This design comes from an exercise in tuning for small area, a short achievable clock period and few clock cycles on the open sky130 flow, not from production work.
Where RTL was checked, it was by simulation tests only, not by an equivalence proof against the original.
Power figures rest on the tool's default switching activity, not on a simulated workload.

==> build 24 <==
==> flow/design.v (excerpt) <==
module cn_codec (
    input  wire        clk,
    input  wire        rst,
    input  wire        cmd_valid,
    input  wire [31:0] cmd_word,
    input  wire [31:0] opa_addr,
    input  wire [31:0] opa_len,
    input  wire [31:0] opa_dst,
    input  wire [7:0]  opa_flags,
    input  wire [31:0] opa_seqack,
    output reg         busy,
    output wire [7:0]  res_code,
    output reg  [31:0] res_len,
    output reg  [15:0] res_cksum,
    output reg  [31:0] res_hdr0,
    output reg  [31:0] res_hdr1,
    output reg  [8:0]  res_hdr2,
    output wire        mem_req,
    output wire        mem_we,
    output wire [31:0] mem_addr,
    output wire [7:0]  mem_wdata,
    input  wire        mem_gnt,
    input  wire        mem_rvalid,
    input  wire [7:0]  mem_rdata
);
    function [32:0] bk_carry(input [31:0] g, input [31:0] p, input ci, input integer W);
        reg [31:0] G, P;
        integer i, l, d;
        begin
            G = g;
            P = p;
            G[0] = g[0] | (p[0] & ci);
            P[0] = 1'b0;
            for (l = 0; l < 5; l = l + 1) begin
                d = 1 << l;
                for (i = 0; i < 32; i = i + 1)
                    if (i < W && ((i + 1) % (2 * d)) == 0) begin
                        G[i] = G[i] | (P[i] & G[i - d]);
                        P[i] = P[i] & P[i - d];
                    end
            end
  ...
Settings: LEC_CHECK=0, CAP_MARGIN=20, CORE_MARGIN=2, CORE_UTILIZATION=55, CTS_BUF_LIST=sky130_fd_sc_hd__clkbuf_4, PLACE_DENSITY=0.75, SETUP_SLACK_MARGIN=4.7, SLEW_MARGIN=20; clock period 8.0 ns.
standard.sh (not shown) runs the stock make flow with config.mk's settings and CLKGATE_MAP_FILE= SYNTH_SCRIPT=/design/flow/synth_recipe.tcl, a recipe that flattens the netlist after the stock synthesis.
==> flow/flow/run.sh <==
#!/bin/bash
set -euo pipefail
export BUFFER_PORTS_ARGS="-buffer_cell sky130_fd_sc_hd__buf_1"
bash standard.sh > standard_flow.log 2>&1
==> inputs of build 78, as changes to build 24 <==
--- a/flow/design.v
+++ b/flow/design.v
@@ -90,45 +90,38 @@
     localparam DH0  = 4;   
     localparam DH1  = 5;   
     localparam DH2  = 6;   
     localparam EH   = 7;   
     localparam FIN1 = 8;   
     localparam FIN2 = 9;
-    localparam CHK1A = 10;  
-    localparam CHK2A = 11;  
-    reg [11:0] ph;
+    reg [9:0]  ph;
     reg        aok, nbig, nlt9, nhz, lbad, l9;    
-    reg        c16;       
     reg        is_ck, is_enc, is_dec;             
     reg        ill;       
     reg        dh;        
     reg [31:0] P;         
     reg [31:0] Q;         
     reg [39:0] X;         
     reg        rq, wq;    
     reg        rmore;     
     reg [2:0]  om;        
     reg [1:0]  cred;      
     reg        lb;        
-    reg [31:0] ma;        
-    reg [7:0]  wd;        
     reg [7:0]  rb;        
     reg        rbv;
     reg [7:0]  f0, f1, f2;    
     reg [2:0]  wp, rp;        
     reg [1:0]  fc;
     reg [15:0] acc;       
     reg        cy;
     reg        hi;        
     reg        skip;      
     reg        nz;        
     wire [31:0] pr_x = ~(P ^ res_len);
     wire [31:0] pr_o = P | res_len;
-    wire [16:0] sum_lo = add16(pr_x[15:0], {pr_o[14:0], 1'b0}, 1'b0);
-    wire [16:0] sum_hi = add16(pr_x[31:16], pr_o[30:15], c16);
-    wire [32:0] sum    = {sum_hi, sum_lo[15:0]};
+    wire [32:0] sum  = add32(pr_x, {pr_o[30:0], 1'b0}, 1'b0);
     wire        r_zero = (res_len == 32'd0);
     wire        s_ok = r_zero | ~(sum[32] & pr_o[31]);
     wire [31:0] Pnx  = step32(P, is_enc);
     wire [31:0] Qdec = step32(Q, 1'b1);
     wire        qhi0 = (Q[31:1] == 31'd0);
     wire rd_g = rq & mem_gnt;
@@ -160,59 +153,30 @@
         2'b11:   xin = ckf[7:0];
         default: xin = ckf[15:8];
         endcase
     end
     assign mem_req   = rq | wq;
     assign mem_we    = wq;
-    assign mem_addr  = ma;
-    assign mem_wdata = wd;
-    wire        enc_done = run & is_enc & ~rmore_n & (om_n == 3'd0) & (fc_n == 2'd0);
-    wire        eh_last  = ph[EH] & wr_g & (W[3:0] == 4'd1);
-    wire [31:0] P_n = !busy ? opa_addr
-                    : ((ph[CHK1] | ph[CHK2]) & is_enc) ? Q
-                    : (run & rd_g) ? Pnx : P;
-    wire [31:0] Q_n = !busy ? ((cmd_word[1:0] == 2'd2) ? opa_dst : opa_len)
-                    : ((ph[CHK1] | ph[CHK2]) & is_enc) ? sum[31:0]
-                    : ((run | ph[EH]) & (is_enc ? wr_g : rd_g)) ? Qdec : Q;
-    wire        wq_n = !busy ? wq
-                     : (run & is_enc) ? (enc_done | (~rd_ok & (fc_n != 2'd0)))
-                     : ph[EH] ? ~eh_last : wq;
-    wire [39:0] X_n = !busy ? {opa_seqack[15:0], opa_seqack[31:16], opa_flags}
-                    : (ph[EH] & wr_g) ? {xin, X[39:8]} : X;
-    wire [2:0]  rp_n = !busy ? rp
-                     : (ph[CHK3] & aok) ? 3'b001
-                     : enc_done ? 3'b000
-                     : pop ? {rp[1:0], rp[2]} : rp;
-    wire        eh_n = busy & (enc_done | (ph[EH] & ~eh_last));
-    wire [7:0]  f0_n = (push & wp[0]) ? mem_rdata : f0;
-    wire [7:0]  f1_n = (push & wp[1]) ? mem_rdata : f1;
-    wire [7:0]  f2_n = (push & wp[2]) ? mem_rdata : f2;
-    wire [7:0]  wd_n = ({8{eh_n}} & X_n[7:0]) | ({8{rp_n[0]}} & f0_n) |
-                       ({8{rp_n[1]}} & f1_n) | ({8{rp_n[2]}} & f2_n);
+    assign mem_addr  = wq ? Q : P;
+    assign mem_wdata = ({8{ph[EH]}} & X[7:0]) | ({8{rp[0]}} & f0) |
+                       ({8{rp[1]}} & f1) | ({8{rp[2]}} & f2);
     wire [15:0] L     = res_hdr0[31:16];
     wire [15:0] Lm9   = add16(L, 16'hFFF7, 1'b0);
     wire        l_lt9 = (L[15:4] == 12'd0) & ~(L[3] & (L[2:0] != 3'd0));
     wire [16:0] n_l   = add16(res_len[15:0], ~L, 1'b1);
     wire        l_gtn = ~nhz & ~n_l[16];
     wire        n_lt9 = (res_len[31:4] == 28'd0) & ~(res_len[3] & (res_len[2:0] != 3'd0));
     wire        n_big = (res_len[31:16] != 16'd0) |
                         ((res_len[15:4] == 12'hFFF) & (res_len[3] | (&res_len[2:0])));
     wire [15:0] Np9   = add16(res_len[15:0], 16'd9, 1'b0);
     always @(posedge clk) begin
         rb  <= mem_rdata;
         rbv <= mem_rvalid;
-        f0 <= f0_n;
-        f1 <= f1_n;
-        f2 <= f2_n;
-        P  <= P_n;
-        Q  <= Q_n;
-        X  <= X_n;
-        rp <= rp_n;
-        ma <= wq_n ? (((run | ph[EH]) & (is_enc ? wr_g : rd_g)) ? Qdec : Q)
-                   : ((run & rd_g) ? Pnx : P);
-        wd <= wd_n;
+        if (push && wp[0]) f0 <= mem_rdata;
+        if (push && wp[1]) f1 <= mem_rdata;
+        if (push && wp[2]) f2 <= mem_rdata;
         if (busy && (ph[CHK1] || ph[DH1])) begin
             {cy, acc} <= 17'd0;
             nz        <= 1'b0;
             hi        <= 1'b1;
             skip      <= 1'b0;
         end else begin
@@ -224,12 +188,28 @@
             end
             if (busy && ph[CHK3]) begin
                 hi   <= 1'b0;
                 skip <= ~res_len[0];
             end
         end
+        if (!busy) begin
+            P <= opa_addr;
+            Q <= (cmd_word[1:0] == 2'd2) ? opa_dst : opa_len;
+            X <= {opa_seqack[15:0], opa_seqack[31:16], opa_flags};
+        end else begin
+            if ((ph[CHK1] || ph[CHK2]) && is_enc) begin
+                P <= Q;
+                Q <= sum[31:0];
+            end
+            if (run && rd_g)
+                P <= Pnx;
+            if ((run || ph[EH]) && (is_enc ? wr_g : rd_g))
+                Q <= Qdec;
+            if (ph[EH] && wr_g)
+                X <= {xin, X[39:8]};
+        end
     end
     always @(posedge clk) begin
         if (rst) begin
             busy      <= 1'b0;
             rc        <= 2'd0;
             res_len   <= 32'd0;
@@ -245,32 +225,28 @@
             cred      <= 2'd0;
             dh        <= 1'b0;
             lb        <= 1'b0;
         end else if (!busy) begin
             if (cmd_valid) begin
                 busy    <= 1'b1;
-                ph      <= 12'd1 << CHK1A;
+                ph      <= 10'd1 << CHK1;
                 is_ck   <= (cmd_word[1:0] == 2'd1);
                 is_enc  <= (cmd_word[1:0] == 2'd2);
                 is_dec  <= (cmd_word[1:0] == 2'd3);
                 ill     <= (cmd_word[31:2] != 30'd0) | (cmd_word[1:0] == 2'd0);
                 res_len <= opa_len;
             end
         end else begin
-            if (ph[CHK1A] || ph[CHK2A]) begin
-                c16 <= sum_lo[16];
-                ph  <= ph[CHK1A] ? (12'd1 << CHK1) : (12'd1 << CHK2);
-            end
             if (ph[CHK1]) begin
                 aok  <= s_ok;
                 nbig <= n_big;
                 nlt9 <= n_lt9;
                 nhz  <= (res_len[31:16] != 16'd0);
                 if (is_enc)
                     res_len[15:0] <= Np9;
-                ph <= is_enc ? (12'd1 << CHK2A) : (12'd1 << CHK2);
+                ph <= 10'd1 << CHK2;
             end
             if (ph[CHK2]) begin
                 aok <= s_ok;
                 if (ill) begin
                     rc      <= 2'd1;
                     res_len <= 32'd0;
@@ -279,95 +255,100 @@
                     rc      <= 2'd2;
                     res_len <= 32'd0;
                     busy    <= 1'b0;
                 end else if (is_ck) begin
                     rmore <= ~(qhi0 & ~Q[0]);
                     rq    <= ~(qhi0 & ~Q[0]);
-                    ph    <= 12'd1 << RUN;
+                    ph    <= 10'd1 << RUN;
                 end else if (is_enc) begin
                     res_len[31:16] <= res_len[15:0];
-                    ph <= 12'd1 << CHK3;
+                    ph <= 10'd1 << CHK3;
                 end else begin  
                     if (nlt9) begin
                         rc      <= 2'd3;
                         res_len <= 32'd0;
                         busy    <= 1'b0;
                     end else begin
                         dh    <= 1'b1;
                         res_len[31:16] <= 16'd18;
                         rmore <= 1'b1;
                         rq    <= 1'b1;
-                        ph    <= 12'd1 << RUN;
+                        ph    <= 10'd1 << RUN;
                     end
                 end
             end
             if (ph[CHK3]) begin
                 if (!aok) begin
                     rc      <= 2'd2;
                     res_len <= 32'd0;
                     busy    <= 1'b0;
                 end else begin
                     rmore <= (W != 16'd9);
                     rq    <= (W != 16'd9);
                     wp    <= 3'b001;
-                    ph    <= 12'd1 << RUN;
+                    rp    <= 3'b001;
+                    ph    <= 10'd1 << RUN;
                 end
             end
             if (run) begin
                 if (rd_g && !is_ck)
                     res_len[31:16] <= Wdec;
                 rmore <= rmore_n;
                 om    <= om_n;
                 fc    <= fc_n;
                 cred  <= cred_n;
                 lb    <= ~is_enc & ~rmore_n & (om_n == 3'd0);
                 if (push) wp <= {wp[1:0], wp[2]};
+                if (pop)  rp <= {rp[1:0], rp[2]};
                 if (is_enc) begin
                     rq <= rd_ok;
-                    wq <= wq_n;
-                    if (enc_done)
-                        ph <= 12'd1 << EH;
+                    wq <= ~rd_ok & (fc_n != 2'd0);
+                    if (!rmore_n && om_n == 3'd0 && fc_n == 2'd0) begin
+                        wq <= 1'b1;
+                        rp <= 3'b000;
+                        ph <= 10'd1 << EH;
+                    end
                 end else begin
                     rq <= rmore_n & (om_n < LIM);
                     if (!rmore_n && om_n == 3'd0)
-                        ph <= dh ? (12'd1 << DH0) : (12'd1 << FIN1);
+                        ph <= dh ? (10'd1 << DH0) : (10'd1 << FIN1);
                 end
             end
             if (ph[DH0])
-                ph <= 12'd1 << DH1;
+                ph <= 10'd1 << DH1;
             if (ph[DH1]) begin
                 dh   <= 1'b0;
                 lbad <= l_lt9 | l_gtn;
                 l9   <= (L == 16'd9);
-                ph   <= 12'd1 << DH2;
+                ph   <= 10'd1 << DH2;
             end
             if (ph[DH2]) begin
                 if (lbad) begin
                     rc       <= 2'd3;
                     res_len  <= 32'd0;
                     res_hdr2[8] <= 1'b0;
                     busy     <= 1'b0;
                 end else begin
                     res_len <= {L, Lm9};
                     rmore   <= ~l9;
                     rq      <= ~l9;
-                    ph      <= 12'd1 << RUN;
+                    ph      <= 10'd1 << RUN;
                 end
             end
             if (ph[EH]) begin
-                wq <= wq_n;
                 if (wr_g) begin
                     res_len[31:16] <= Wdec;
                     if (W[3:0] == 4'd1) begin
+                        wq   <= 1'b0;
                         rc   <= 2'd0;
                         busy <= 1'b0;
                     end
                 end
             end
             if (ph[FIN1] && !rbv)
-                ph <= 12'd1 << FIN2;
+                ph <= 10'd1 << FIN2;
             if (ph[FIN2]) begin
                 rc   <= 2'd0;
                 busy <= 1'b0;
                 if (is_dec)
                     res_len[31:16] <= 16'd0;
                 if (is_ck)
==> flow/run.sh (new file) <==
#!/bin/bash
# synth_recipe.tcl (not shown) runs the flow's synth.tcl, then flattens the netlist and writes it again
# the make line also repeats each setting of config.mk as NAME=value (left out here)
make -C /OpenROAD-flow-scripts/flow DESIGN_CONFIG=/design/flow/config.mk WORK_HOME=/design/flow/orfs CLKGATE_MAP_FILE= SYNTH_SCRIPT=/design/flow/synth_recipe.tcl finish
Settings changed: CORE_UTILIZATION 55 to 40, CTS_BUF_LIST sky130_fd_sc_hd__clkbuf_4 to unset, PLACE_DENSITY 0.75 to 0.6, SETUP_SLACK_MARGIN 4.7 to 4.8.
removed: flow/flow/run.sh
removed: flow/standard.sh
==> qor summary <==
Global-route met3 utilization: build 78 0.0664; build 24 0.0729
Switching power of the nets: build 78 0.00189 W; build 24 0.00180 W
Initial drt markers: build 78 2160; build 24 2026
GPL Wtd Cong: build 78 0.934; build 24 0.962
Met2 routed WL: build 78 34.8 mm; build 24 34.3 mm
Post-cts repair resize count: build 78 396; build 24 101
IR drop worst, VDD: build 78 0.136 mV; build 24 0.143 mV
Number of optimization iterations in the first detailed-route pass: build 78 6; build 24 5
Global-route wire length before repair: build 78 118 mm; build 24 114 mm
Cell count after placement: build 78 3292; build 24 3294
Switch share: build 78 0.337; build 24 0.335
Syn-to-layout area delta: build 78 35.4%; build 24 19.1%
Total area of multi-input combinational cells: build 78 12500 um^2; build 24 12900 um^2
Clock input transition at the sequential cells of the worst setup and hold paths: build 78 60 ps; build 24 70 ps
Combinational power: build 78 0.00170 W; build 24 0.00135 W
Register-to-register setup slack: build 78 4470 ps; build 24 4410 ps
Shortest period the worst path allows: build 78 3530 ps; build 24 3590 ps
Status: build 78 timing/DRC/antenna clean; build 24 timing/DRC/antenna clean
Placeable Area: build 78 51300 um^2; build 24 38700 um^2
Power consumed by the clock network: build 78 0.00176 W; build 24 0.00175 W
#FFs+latches synth: build 78 319; build 24 362
Testbench counts of build 78, summed over its fixed seeds: cycles 157,732.
The RTL of build 24 was laid out without a check of its function.

==> re-timing with driven ports <==
Ports are ideal in the flow. The routed layouts listed here were re-timed in OpenROAD. Step 1, drivers: a clkbuf_16 drives clk and a buf_2 each remaining input, both assumed. Step 2 times the ports against the registers' clock, not the clock port: input delays grow and output delays shrink by t, the midpoint of the rising clock arrivals with the driver on. Three values: ideal ports, drivers, drivers and shift; two values: the first two.
run	shift t [ns]	slack for setup (ns)	worst hold slack (ns)	worst register clock-pin slew, ns
build 24	0.871	4.411 / 4.378 / 3.508	0.469 / 0.469 / 0.469	0.08 / 0.08
build 78	0.623	4.466 / 4.466 / 3.910	0.467 / 0.467 / 0.467	0.06 / 0.06
After both steps setup and hold are still met in every run listed. The setup slack of build 24, which loses most, moves by -0.033 ns with the drivers and by -0.903 ns with both steps.
